From an optimization exercise on the open Yosys and OpenROAD flow, aimed at small area, a short achievable clock period and few clock cycles; shortcuts taken in it are not production practice.
RTL that was checked went through simulation tests only; none was proved equivalent to the original.
No activity file was given, so power comes from the tool's default toggle rates.

// anc_w334_to_gump
module anc_w334_to_gump (
    input  wire        clk,
    input  wire        rst,
    input  wire        in_valid,
    output wire        in_ready,
    input  wire [31:0] in_data,
    input  wire        in_two,
    input  wire        in_last,
    input  wire [12:0] in_loc,
    output wire        out_valid,
    input  wire        out_ready,
    output wire [31:0] out_data,
    output wire [1:0]  out_cnt
);
Size: about 3800 cells after synthesis, ~2300 flip-flops, roughly 87 I/O pins, roughly 59000 sq um of cells after synthesis.
make LEC_CHECK=0 ABC_CLOCK_PERIOD_IN_PS=3000 CAP_MARGIN=20 CORE_MARGIN=2 CORE_UTILIZATION=40 SETUP_SLACK_MARGIN=5 SLEW_MARGIN=20 finish   # period 10.0 ns
run.sh (not shown) runs the stock make flow with config.mk's settings and CLKGATE_MAP_FILE= SYNTH_SCRIPT=/design/flow/synth_recipe.tcl, a recipe that flattens the netlist after the stock synthesis.
Rerun with:
ABC_CLOCK_PERIOD_IN_PS = unset   (was 3000)
SETUP_SLACK_MARGIN = unset   (was 5)
Flip-flop and latch count is unchanged.
Synthesized area is unchanged.
Routed wire length went down slightly.
Setup slack loses 0.62 ns.
No functional check of the RTL was part of any run of this note.


anc_w334_to_gump, a different RTL version from the one above (not shown whole).
For scale: about 3800 cells after synthesis, roughly 2400 flip-flops, roughly 0.058 sq mm of cells after synthesis.
==> flow/design.v (excerpt) <==
module anc_w334_to_gump (
    input  wire        clk,
    input  wire        rst,
    input  wire        in_valid,
    output wire        in_ready,
    input  wire [31:0] in_data,
    input  wire        in_two,
    input  wire        in_last,
    input  wire [12:0] in_loc,
    output wire        out_valid,
    input  wire        out_ready,
    output wire [31:0] out_data,
    output wire [1:0]  out_cnt
);
export LEC_CHECK = 0
export ABC_CLOCK_PERIOD_IN_PS = 3000
export CAP_MARGIN = 20
export CORE_MARGIN = 2
export CORE_UTILIZATION = 60
export CTS_CLUSTER_DIAMETER = 100
export CTS_CLUSTER_SIZE = 26
export SLEW_MARGIN = 20
create_clock -name core_clock -period 10.0 [get_ports {clk}]
standard.sh (not shown) runs the stock make flow with config.mk's settings and CLKGATE_MAP_FILE= SYNTH_SCRIPT=/design/flow/synth_recipe.tcl, a recipe that flattens the netlist after the stock synthesis.
==> flow/flow/run.sh <==
#!/bin/bash
set -euo pipefail
export SETUP_SLACK_MARGIN=7.2
export BUFFER_PORTS_ARGS="-buffer_cell sky130_fd_sc_hd__buf_4"
export CTS_ARGS="-sink_clustering_enable -repair_clock_nets -sink_clustering_size 16 -sink_clustering_max_diameter 80 -buf_list sky130_fd_sc_hd__clkbuf_8 -root_buf sky130_fd_sc_hd__clkbuf_16"
bash standard.sh > standard.log 2>&1
Testbench counts at the start, summed over its fixed seeds: cycles 17,261.
Change:
==> flow/flow/run.sh (replaced) <==
#!/bin/bash
set -euo pipefail
export SETUP_SLACK_MARGIN=7.0
export BUFFER_PORTS_ARGS="-buffer_cell sky130_fd_sc_hd__buf_4"
bash standard.sh > standard.log 2>&1
Cell area stays flat.
Register-to-register slack gets better by 0.05 ns.
Routed wire length stays flat.
Worst setup slack improves by 0.034 ns.
Final cell count goes down by 1.7%.
Flip-flop and latch count is unchanged.
Worst hold slack is worse by 0.0052 ns.
Sequential power is about the same.
Fmax climbs by 1.1%.
Change:
==> flow/flow/run.sh (replaced) <==
#!/bin/bash
set -euo pipefail
export SETUP_SLACK_MARGIN=7.2
export BUFFER_PORTS_ARGS="-buffer_cell sky130_fd_sc_hd__buf_4"
bash standard.sh > standard.log 2>&1
- CORE_UTILIZATION: 60 -> 75
- PLACE_DENSITY: unset -> 0.85
The new run ran to the end with no violations.
Sequential share of layout area shrinks by 0.24 points.
Sequential cell count is unchanged.
Global-route usage rose by 11 points.
Cell area is about the same.
Utilization is higher by 17 points.
First-iteration DRC count goes up by 57%.
Clock power rose by about 2%.
Change:
- ABC_AREA: unset -> 1
- ABC_CLOCK_PERIOD_IN_PS: 3000 -> unset
- CORE_UTILIZATION: 75 -> 60
- PLACE_DENSITY: 0.85 -> unset
=>
- routed wire length shrinks by 25%
- worst hold slack is about the same
- core utilization shrinks by 17 points
- clock power shrinks by about 3%
- count of clock-buffer cells in the layout shrinks by 11
- worst setup slack improved by 0.061 ns
- design area grows by 0.35%
- first-iteration DRC count shrinks by 34%
Change:
- ABC_AREA: 1 -> unset
- ABC_CLOCK_PERIOD_IN_PS: unset -> 3000
- CTS_CLUSTER_DIAMETER: 100 -> 60
- CTS_CLUSTER_SIZE: 26 -> 12
What happened:
- design area increases by a few percent
- clock-buffer cell count increases by 130
- wire length increases by a little under a tenth
- total power increases by roughly a tenth
- via count increases slightly
- synthesized area barely changes
Change:
- CTS_CLUSTER_DIAMETER: 60 -> 100
- CTS_CLUSTER_SIZE: 12 -> 20
Outcome: Total power shrinks by 10%. Core utilization shrinks by 2.4 points. Routed wire length decreases by 3.9%. Sequential share of layout area rises by 2.6 points.


anc_w334_to_gump again, from the RTL that the note above started with.
clock: 10.0 ns
lec_check: 0
abc_clock_period_in_ps: 3000
cap_margin: 20
core_margin: 2
core_utilization: 60
cts_cluster_diameter: 120
cts_cluster_size: 28
slew_margin: 20
==> flow/flow/run.sh <==
#!/bin/bash
set -euo pipefail
export SETUP_SLACK_MARGIN=7.2
export BUFFER_PORTS_ARGS="-buffer_cell sky130_fd_sc_hd__buf_4"
bash standard.sh > standard.log 2>&1
Testbench counts at the start, summed over its fixed seeds: cycles 17,261.
Edit:
--- a/flow/config.mk
+++ b/flow/config.mk
@@ -12,2 +12,2 @@
-export CTS_CLUSTER_DIAMETER = 120
-export CTS_CLUSTER_SIZE = 28
+export CTS_CLUSTER_DIAMETER = 100
+export CTS_CLUSTER_SIZE = 26
Effect: The changed run passed the timing, DRC and antenna checks; fmax goes up slightly; clock skew goes down by 13 ps; setup slack gets better by 16 ps; combinational power goes down slightly; clock-buffer cell count goes up by 6; design area barely changes; clock power goes up by a few percent; cell count is about the same; power goes up slightly; first-iteration DRC count goes down by a little under a tenth; routed wire length hardly moves.

-- re-timing with driven ports --
The results above use ideal ports. As a check the final layouts listed here were re-extracted and re-timed, cells and wires unchanged. Step 1, drivers: a clkbuf_16 drives clk and a buf_2 each remaining input, both assumed. Step 2 times the ports against the registers' clock, not the clock port: input delays grow and output delays shrink by t, the midpoint of the rising clock arrivals with the driver on. Slacks: no drivers / after step 1 / after step 2; pairs: no drivers / after step 1.
run | shift t [ns] | setup WS [ns] | cell pins on the clock port's net
the first run of note 1 | 0.868 | 5.275 / 5.322 / 4.454 | 1
the second run of note 1 | 0.858 | 4.657 / 4.706 / 3.848 | 1
the first run of note 2 | 0.796 | 6.817 / 6.746 / 6.536 | 1
the second run of note 2 | 0.764 | 6.850 / 6.787 / 6.464 | 1
the third run of note 2 | 0.774 | 6.764 / 6.740 / 6.627 | 1
the fourth run of note 2 | 0.764 | 6.825 / 6.774 / 6.612 | 1
the fifth run of note 2 | 0.845 | 6.789 / 6.718 / 6.468 | 1
the sixth run of note 2 | 0.818 | 6.804 / 6.733 / 6.514 | 1
the first run of note 3 | 0.768 | 6.849 / 6.779 / 6.687 | 1
the second run of note 3 | 0.764 | 6.865 / 6.793 / 6.554 | 1
After both steps setup and hold are still met in every run listed. For the first run of note 1, which loses most, drivers alone change the setup slack by +0.047 ns; drivers and shift together by -0.821 ns.
